Source: an optimization exercise on an open RTL-to-GDS flow (aim: small area and few clock cycles). Production flows keep margins and buffers that such runs may drop.
Where RTL was checked, it was by simulation tests only, not by an equivalence proof against the original.
Power and IR drop assume default switching activity.

// sponge_engine
module sponge_engine (
    input  wire          clk,
    input  wire          rst,
    input  wire          cmd_valid,
    output wire          cmd_ready,
    input  wire [31:0]   cmd_hdr,
    input  wire          din_valid,
    output wire          din_ready,
    input  wire [126:0]  din_data,
    output wire          rsp_valid,
    input  wire          rsp_ready,
    output wire [31:0]   rsp_word,
    output wire          dout_valid,
    input  wire          dout_ready,
    output wire [126:0]  dout_data,
    output wire          dout_last,
    output wire          preq_valid,
    input  wire          preq_ready,
    output wire [507:0]  preq_state,
    input  wire          prsp_valid,
    output wire          prsp_ready,
    input  wire [507:0]  prsp_state,
    output wire          st_busy,
    output wire [2:0]    st_fault,
    output wire [4:0]    st_io_count,
    output wire [4:0]    st_pattern_len,
    output wire [5:0]    st_out_len
);
Settings: LEC_CHECK=0, CAP_MARGIN=20, CORE_MARGIN=2, CORE_UTILIZATION=40, SLEW_MARGIN=20; clock period 14.0 ns.
standard.sh (not shown) runs the stock make flow with config.mk's settings and CLKGATE_MAP_FILE= SYNTH_SCRIPT=/design/flow/synth_recipe.tcl, a recipe that flattens the netlist after the stock synthesis.
==> flow/flow/run.sh <==
#!/bin/bash
# Layout flow: the standard flow with buf_1 port buffers and a lighter clock tree.
set -e
export BUFFER_PORTS_ARGS="-buffer_cell sky130_fd_sc_hd__buf_1"
export CTS_ARGS="-sink_clustering_enable -repair_clock_nets -dont_use_dummy_load -buf_list {sky130_fd_sc_hd__clkbuf_4 sky130_fd_sc_hd__clkbuf_8} -sink_clustering_size 14 -sink_clustering_max_diameter 60"
bash standard.sh > standard.log 2>&1
The baseline completed and failed the layout checks on setup timing.
Next try:
--- a/flow/design.v
+++ b/flow/design.v
@@ -103,14 +103,16 @@
     wire m2 = wp[2] && (ent2[1:0] == orho);
     wire m3 = wp[3] && (ent3[1:0] == orho);
     wire wr = m1 | m2 | m3;
     wire [4:0] went = m1 ? ent1[4:0] : m2 ? ent2[4:0] : ent3[4:0];
     wire [FB-1:0] wdat = ({FB{m1}} & lane1) | ({FB{m2}} & lane2) | ({FB{m3}} & lane3);
     wire [3:1] wp_left = wp & ~{m3, m2, m1};
-    assign prsp_ready = !rst && (pst == P_WAIT) && ((phase != SQZ) || (wp_left == 3'd0));
+    wire   prsp_take  = (pst == P_WAIT) && ((phase != SQZ) || (wp_left == 3'd0));
+    assign prsp_ready = !rst && prsp_take;
     wire   prsp_fire  = prsp_valid && prsp_ready;
+    wire   prsp_in    = prsp_valid && prsp_take;
     wire abs_req   = (phase == ABS) && (pst == P_REQ);
     wire abs_wait  = (phase == ABS) && (pst == P_WAIT);
     wire abs_free  = (phase == ABS) && (pst == P_NONE);
     wire pat_align = (cnt == pnext);
     wire abs_rdy = rem_nz && ((abs_free && (absorb_pos != 2'd3)) ||
                               (abs_req && preq_ready) ||
@@ -130,19 +132,19 @@
     assign st_busy        = !idle;
     assign st_fault       = fault;
     assign st_io_count    = io_count;
     assign st_pattern_len = pattern_len;
     assign st_out_len     = out_len;
     reg  clr_q;
-    wire clr = rst || clr_q;
+    wire clr = clr_q;
     wire [1:0] apos = absorb_pos;
     wire add_now = abs_free && din_valid && rem_nz && (absorb_pos != 2'd3);
     wire park_req  = abs_req && din_valid && rem_nz && preq_ready;    
     wire wait_in   = abs_wait && din_valid && rem_nz && (nb != 2'd3);
-    wire park_wait = wait_in && !prsp_fire;                          
-    wire comb      = prsp_fire;                             
+    wire park_wait = wait_in && !prsp_in;                            
+    wire comb      = prsp_in;                               
     reg [3:1] xl, xp, yl, yd;
     integer k;
     always @* begin
         for (k = 1; k <= 3; k = k + 1) begin
             xl[k] = 1'b1; xp[k] = 1'b0; yl[k] = 1'b0; yd[k] = 1'b0;
             if (clr) begin
This time the run completed with no timing, DRC or antenna violations.
Power increases by 18%.
Non-clock buffer count decreases by 302.
Cell count decreases by 4.0%.
First-iteration DRC count decreases by about 9%.
Worst setup slack improved by 390 ps.
Synthesized cell count decreases by 4.2%.
Utilization decreases by 0.67 points.
Global-route usage decreases by 2.1 points.
Area after synthesis decreases by about 0.9%.
Testbench counts after the change, summed over its fixed seeds: cycles 10,061.
No functional check of the RTL was part of the first run of this note.

========
Setup of sierra:
sponge_engine, a different RTL version from the one above (not shown whole).
Size in the first run: roughly 13000 cells after synthesis, about 1400 I/O pins, about 160000 um2 of cells after synthesis.
## sponge_engine
module sponge_engine (
    input  wire          clk,
    input  wire          rst,
    input  wire          cmd_valid,
    output wire          cmd_ready,
    input  wire [31:0]   cmd_hdr,
    input  wire          din_valid,
    output wire          din_ready,
    input  wire [126:0]  din_data,
    output wire          rsp_valid,
    input  wire          rsp_ready,
    output wire [31:0]   rsp_word,
    output wire          dout_valid,
    input  wire          dout_ready,
    output wire [126:0]  dout_data,
    output wire          dout_last,
    output wire          preq_valid,
    input  wire          preq_ready,
    output wire [507:0]  preq_state,
    input  wire          prsp_valid,
    output wire          prsp_ready,
    input  wire [507:0]  prsp_state,
    output wire          st_busy,
    output wire [2:0]    st_fault,
    output wire [4:0]    st_io_count,
    output wire [4:0]    st_pattern_len,
    output wire [5:0]    st_out_len
);
    localparam FB = 127;
    localparam [2:0] IDLE = 3'd0,
                     ABS  = 3'd1,    
                     SQZ  = 3'd2,    
                     STP  = 3'd3,    
                     STT  = 3'd4,    
                     DRN  = 3'd5,    
                     RSP  = 3'd6,    
                     DOUT = 3'd7;    
    localparam [1:0] P_NONE = 2'd0, P_REQ = 2'd1, P_WAIT = 2'd2;
  ...
export LEC_CHECK = 0
export CAP_MARGIN = 20
export CORE_MARGIN = 2
export CORE_UTILIZATION = 40
export SLEW_MARGIN = 20
create_clock -name core_clock -period 14.0 [get_ports {clk}]
Scripts as last shown in full above: flow/flow/run.sh
What harbor does differently from sierra at the input level:
diff --git a/flow/design.v b/flow/design.v
--- a/flow/design.v
+++ b/flow/design.v
@@ -168,17 +168,17 @@
     wire [FB-1:0] x2 = ({FB{xl[2]}} & lane2) | ({FB{xp[2]}} & prsp_state[3*FB-1:2*FB]);
     wire [FB-1:0] x3 = ({FB{xl[3]}} & lane3) | ({FB{xp[3]}} & prsp_state[4*FB-1:3*FB]);
     wire [FB-1:0] y1 = ({FB{yl[1]}} & lane1) | ({FB{yd[1]}} & din_data);
     wire [FB-1:0] y2 = ({FB{yl[2]}} & lane2) | ({FB{yd[2]}} & din_data);
     wire [FB-1:0] y3 = ({FB{yl[3]}} & lane3) | ({FB{yd[3]}} & din_data);
     wire [FB-1:0] s1, s2, s3;
     sponge_madd u_add1 (.a(x1), .b(y1), .s(s1));
     sponge_madd u_add2 (.a(x2), .b(y2), .s(s2));
-    sponge_madd u_add3 (.a(x3), .b(y3), .s(s3));
+    sponge_madd #(.BW(4)) u_add3 (.a(x3), .b(y3), .s(s3));
     assign preq_state = {s3, lane2, lane1, lane0};
     wire l0_tag  = (phase == STT) && din_fire && !bad;
     always @(posedge clk) begin
         if (comb || l0_tag) lane0 <= l0_tag ? din_data : prsp_state[FB-1:0];
         lane1 <= s1;
         lane2 <= s2;
         lane3 <= s3;
     end
@@ -402,24 +402,25 @@
                         dv <= 1'b0;
                     end
                     if (dout_fire && (dn == out_len) && !dload) phase <= IDLE;
                 end
             endcase
         end
     end
 endmodule
-module sponge_madd (
+module sponge_madd #(
+    parameter BW = 8                
+) (
     input  wire [126:0] a,
     input  wire [126:0] b,
     output wire [126:0] s
 );
     localparam N  = 127;
-    localparam BW = 8;
-    localparam NB = 16;
+    localparam NB = (N + BW - 1) / BW;
     wire [N-1:0] p = a ^ b;
     wire [N-1:0] g = a & b;
     wire [N:0] cz;
     wire [N:0] c;
     wire [NB-1:0] bg, bp;
     wire [NB:0]   bcz;       
     wire [NB:0]   bpp;       
     wire [NB-1:0] bcin;
@@ -436,22 +437,39 @@
             assign bg[j] = g[HI] | (p[HI] & cz[HI]);
             assign bp[j] = &p[HI:LO];
             assign c[LO] = bcin[j];
             for (i = LO; i <= HI; i = i + 1) begin : bit_c
                 if (i < HI) assign c[i+1] = g[i] | (p[i] & c[i]);
                 assign s[i] = p[i] ^ c[i];
             end
         end
-        assign bcz[0] = 1'b0;
-        assign bpp[0] = 1'b1;
+        wire [NB/4-1:0] sg, sp;
+        wire [NB/4:0]   scz, spp;
+        for (j = 0; j < NB/4; j = j + 1) begin : sgrp
+            assign sg[j] = bg[4*j+3] | (bp[4*j+3] & (bg[4*j+2] | (bp[4*j+2] & (bg[4*j+1] | (bp[4*j+1] & bg[4*j])))));
+            assign sp[j] = &bp[4*j+3:4*j];
+        end
+        assign scz[0] = 1'b0;
+        assign spp[0] = 1'b1;
+        for (j = 0; j < NB/4; j = j + 1) begin : schain
+            assign scz[j+1] = sg[j] | (sp[j] & scz[j]);
+            assign spp[j+1] = spp[j] & sp[j];
+        end
         for (j = 0; j < NB; j = j + 1) begin : bchain
-            assign bcz[j+1] = bg[j] | (bp[j] & bcz[j]);
-            assign bpp[j+1] = bpp[j] & bp[j];
+            if (j % 4 == 0) begin : b0
+                assign bcz[j] = scz[j/4];
+                assign bpp[j] = spp[j/4];
+            end else begin : bn
+                assign bcz[j] = bg[j-1] | (bp[j-1] & bcz[j-1]);
+                assign bpp[j] = bpp[j-1] & bp[j-1];
+            end
         end
+        assign bcz[NB] = scz[NB/4];
+        assign bpp[NB] = spp[NB/4];
         assign cin = bcz[NB] | bpp[NB];
         for (j = 0; j < NB; j = j + 1) begin : bcin_g
             assign bcin[j] = bcz[j] | (cin & bpp[j]);
         end
     endgenerate
     assign c[N] = 1'b0;
     assign cz[N] = 1'b0;
 endmodule
Total number of vias ends up higher on sierra. Type of the worst setup path: reg -> out -> harbor, in -> out -> sierra. Across both runs, net count of the finished layout was lower for harbor than for sierra. In the flow results for sierra and harbor, the number of antenna diodes is smaller on sierra. Diff sierra and harbor: number of fillers in the final layout lower in harbor. Going from sierra to harbor, number of cells in the finished layout apart from fillers shrank slightly. In the flow results for sierra and harbor, the cell area reported after detailed placement is larger on sierra. The area of the die reported for harbor is smaller than that of sierra by 1.2%. Max overall routing resource usage across sierra and harbor: sierra.
Testbench counts of harbor, summed over its fixed seeds: cycles 10,061.
Only the layout flow was run in sierra; the RTL was not checked for function there.

==> re-timing with driven ports <==
The flow's constraints put no driver on any port. The routed layouts listed below were extracted and timed again, unchanged, in two steps.
Step 1 assumes that a clkbuf_16 drives the clock port and a buf_2 every other input.
Step 2 also shifts input and output timing later by t, the mid clock arrival at the registers, as if the neighbouring blocks saw the same clock.
Three values: ideal, step 1, step 2; two values: the first two.
run	t (ns)	slack for setup (ns)	worst setup path at the end	clock arrival spread, ns	cell pins on the clock port's net
the first run of note 1	1.260	-0.183 / -0.245 / -0.228	input to output	0.184 / 0.185	1
the second run of note 1	1.264	0.207 / 0.121 / 0.121	input to output	0.181 / 0.181	1
sierra	1.258	0.165 / 0.145 / 0.145	input to output	0.186 / 0.186	1
harbor	1.218	0.304 / 0.180 / 0.221	input to output	0.152 / 0.153	1
For the second run of note 1, which loses most, drivers alone change the setup slack by -0.086 ns; drivers and shift together by -0.086 ns.
